Context: an optimization exercise on an open-source flow, tuned for small area and a short achievable clock period. The choices shown serve that exercise and are no tape-out recipe. Where RTL was checked, it was by simulation tests only, not by an equivalence proof against the original. Power and IR drop assume default switching activity.

// rdm630_core
module rdm630_core (
    input  wire         clk,
    input  wire         rst,         
    input  wire         rx_valid,
    input  wire [7:0]   rx_data,
    output wire         rx_ready,
    input  wire         eval,
    output wire         res_valid,
    output wire [1:0]   res,
    output wire         fvalid,
    output wire [111:0] frame,
    output wire         xst,
    output wire [39:0]  card,
    output wire [7:0]   csum,
    output wire [7:0]   p6
);
==> module rdm630_core, before the edit <==
module rdm630_core (
    input  wire         clk,
    input  wire         rst,         
    input  wire         rx_valid,
    input  wire [7:0]   rx_data,
    output wire         rx_ready,
    input  wire         eval,
    output wire         res_valid,
    output wire [1:0]   res,
    output wire         fvalid,
    output wire [111:0] frame,
    output wire         xst,
    output wire [39:0]  card,
    output wire [7:0]   csum,
    output wire [7:0]   p6
);
    localparam [7:0] START_B = 8'h02;
    localparam [7:0] END_B   = 8'h03;
    reg [4:0]   cursor;      
    reg         in_frame;
    reg         ok;          
    reg [111:0] sr;          
    reg [111:0] frame_q;     
    reg         fvalid_q;
    wire full = cursor[4];                   
    assign rx_ready = !full && !rst;
    wire fire     = rx_valid && rx_ready;
    wire mark;
    rdm630_mark u_mark (
        .d    (rx_data[7:1]),
        .mark (mark)
    );
    wire is_start = mark && !rx_data[0];
    wire is_end   = mark &&  rx_data[0];
    wire is_hex   = ((rx_data >= 8'h30) && (rx_data <= 8'h39)) ||
                    ((rx_data >= 8'h41) && (rx_data <= 8'h46));
    wire st    = fire && is_start;               
    wire app   = fire && in_frame && !is_start;  
    wire c13 = (cursor == 5'd13);
    wire c14 = (cursor == 5'd14);
    wire c15 = (cursor >= 5'd15);
    wire [4:0] cursor_rx   = st ? 5'd1 : app ? cursor + 5'd1 : cursor;
    wire       in_frame_rx = st ? 1'b1 : (app && is_end) ? 1'b0 : in_frame;
    wire       ok_rx       = st ? 1'b1 :
                             app ? (ok && (c13 ? is_end : is_hex)) : ok;
    wire shift = fire && (in_frame || is_start);
    wire [111:0] sr_next = ({112{shift}}  & {sr[103:0], rx_data}) |
                           ({112{!shift}} & sr);
    wire do_eval = eval && !rst;
    wire apnd  = in_frame && !full;                  
    wire [1:0] r0 = c15 ? 2'd3 : c14 ? (ok ? 2'd1 : 2'd2) : 2'd0;
    wire [1:0] ra = (c14 || c15) ? 2'd3 : c13 ? 2'd2 : 2'd0;   
    wire [1:0] re = (c14 || c15) ? 2'd3 : c13 ? (ok ? 2'd1 : 2'd2) : 2'd0;
    wire [1:0] pn = apnd ? ra : r0;
    wire [1:0] pe = apnd ? re : r0;
    wire [1:0] ps = full ? r0 : 2'd0;
    assign res_valid = do_eval;
    rdm630_res u_res (
        .rx_valid (rx_valid),
        .mark     (mark),
        .d0       (rx_data[0]),
        .r0       (r0),
        .pn       (pn),
        .pe       (pe),
        .ps       (ps),
        .res      (res)
    );
    wire cap  = do_eval && (cursor_rx == 5'd14);
    wire over = do_eval && (cursor_rx >  5'd14);
    always @(posedge clk) begin
        if (rst) begin
            cursor   <= 5'd0;
            in_frame <= 1'b0;
            fvalid_q <= 1'b0;
            ok       <= 1'b0;
        end else begin
            in_frame <= in_frame_rx;
            if (cap || over) begin
                cursor   <= 5'd0;
                ok       <= 1'b0;
                fvalid_q <= cap && ok_rx;
            end else begin
                cursor   <= cursor_rx;
                ok       <= ok_rx;
            end
        end
    end
    always @(posedge clk) begin
        sr <= sr_next;
        if (cap)
            frame_q <= sr_next;
    end
    assign fvalid = fvalid_q;
    assign xst    = !fvalid_q;
    assign frame  = frame_q;
    rdm630_xtr u_xtr (
        .frame (frame_q),
        .card  (card),
        .csum  (csum),
        .p6    (p6)
    );
endmodule
==> flow/config.mk <==
export PLATFORM = sky130hd
export DESIGN_NAME = rdm630_core
export DESIGN_NICKNAME = rdm630_core
export VERILOG_FILES = /design/flow/design.v
export SDC_FILE = /design/flow/constraint.sdc
export NUM_CORES = 4
export LEC_CHECK = 0
export CAP_MARGIN = 20
export CORE_MARGIN = 2
export CORE_UTILIZATION = 60
export CTS_BUF_LIST = sky130_fd_sc_hd__clkbuf_16
export CTS_CLUSTER_DIAMETER = 80
export CTS_CLUSTER_SIZE = 30
export PLACE_DENSITY = 0.8
export SETUP_SLACK_MARGIN = 5
export SLEW_MARGIN = 20
export SYNTH_HIERARCHICAL = 1
export SYNTH_MINIMUM_KEEP_SIZE = 0
==> flow/constraint.sdc <==
create_clock -name core_clock -period 10.0 [get_ports {clk}]
set_input_delay 2.0000 -clock core_clock [delete_from_list [all_inputs] [get_ports {clk}]]
set_output_delay 2.0000 -clock core_clock [all_outputs]
set_load 0.01 [all_outputs]
standard.sh (not shown) runs the stock make flow with config.mk's settings and CLKGATE_MAP_FILE= SYNTH_SCRIPT=/design/flow/synth_recipe.tcl, a recipe that flattens the netlist after the stock synthesis.
==> flow/flow/run.sh <==
#!/bin/bash
set -euo pipefail
bash standard.sh \
    "SYNTH_SCRIPT=$PWD/flow/my_synth.tcl" \
    "BUFFER_PORTS_ARGS=-buffer_cell sky130_fd_sc_hd__buf_1" \
    SETUP_SLACK_MARGIN=5.35 \
    finish > flow_make.log 2>&1
Other scripts of this flow, unchanged in this note and not shown: flow/flow/hand_cells.v, flow/flow/my_synth.tcl
The baseline completed without violations.
Then changed:
--- a/flow/design.v
+++ b/flow/design.v
@@ -19,7 +19,7 @@
     reg [4:0]   cursor;      
     reg         in_frame;
     reg         ok;          
-    reg [111:0] sr;          
+    reg [7:0]   buf_q [0:13];
     reg [111:0] frame_q;     
     reg         fvalid_q;
     wire full = cursor[4];                   
@@ -43,9 +43,16 @@
     wire       in_frame_rx = st ? 1'b1 : (app && is_end) ? 1'b0 : in_frame;
     wire       ok_rx       = st ? 1'b1 :
                              app ? (ok && (c13 ? is_end : is_hex)) : ok;
-    wire shift = fire && (in_frame || is_start);
-    wire [111:0] sr_next = ({112{shift}}  & {sr[103:0], rx_data}) |
-                           ({112{!shift}} & sr);
+    wire [13:0] we;
+    genvar g;
+    generate
+        for (g = 0; g < 14; g = g + 1) begin : g_we
+            if (g == 0)
+                assign we[g] = st || (app && cursor == 5'd0);
+            else
+                assign we[g] = app && (cursor == g);
+        end
+    endgenerate
     wire do_eval = eval && !rst;
     wire apnd  = in_frame && !full;                  
     wire [1:0] r0 = c15 ? 2'd3 : c14 ? (ok ? 2'd1 : 2'd2) : 2'd0;
@@ -85,10 +92,19 @@
             end
         end
     end
+    integer i;
     always @(posedge clk) begin
-        sr <= sr_next;
-        if (cap)
-            frame_q <= sr_next;
+        for (i = 0; i < 14; i = i + 1)
+            if (we[i])
+                buf_q[i] <= rx_data;
+    end
+    wire [7:0] byte13 = we[13] ? rx_data : buf_q[13];
+    always @(posedge clk) begin
+        if (cap) begin
+            for (i = 0; i < 13; i = i + 1)
+                frame_q[111-8*i -: 8] <= buf_q[i];
+            frame_q[7:0] <= byte13;
+        end
     end
     assign fvalid = fvalid_q;
     assign xst    = !fvalid_q;
Outcome: The new run went through all stages and came out clean; cell count came out lower by a little under a tenth; via count decreases by roughly a tenth; power rose by a few percent; utilization rises by 0.59 points; die area goes down slightly; worst setup slack degrades by 130 ps; non-clock buffer count went up by 11; area after synthesis fell slightly; global-route usage decreases by 1.2 points; sequential power climbs by a few percent.
No functional check of the RTL was part of the second run of this note.

## static timing again, ports no longer ideal
In the flow no input, the clock included, has a driving cell. The finished layouts below were timed again as built, in two steps. Step 1 sets driving cells, clkbuf_16 on the clock port and buf_2 on the other inputs (assumed; they add their load-dependent delay and slew). Step 2 moves the port delays by t, midway between the first and last clock arrival at a register: inputs arrive t later, outputs are due t later. That takes back most of the time a late clock gives input paths. Slacks: ideal / step 1 / step 2; pairs: ideal / step 1.
| run | t, ns | setup WS [ns] | hold slack, ns | worst setup path at the end | clock arrival spread, ns |
|---|---|---|---|---|---|
| the first run | 0.495 | 5.265 / 5.228 / 5.075 | 0.472 / 0.472 / 0.472 | input to register | 0.016 / 0.016 |
| the second run | 0.487 | 5.134 / 5.112 / 5.112 | 0.424 / 0.424 / 0.424 | input to output | 0.012 / 0.011 |
After both steps setup and hold are still met in every run listed. For the first run, which loses most, drivers alone change the setup slack by -0.037 ns; drivers and shift together by -0.190 ns.
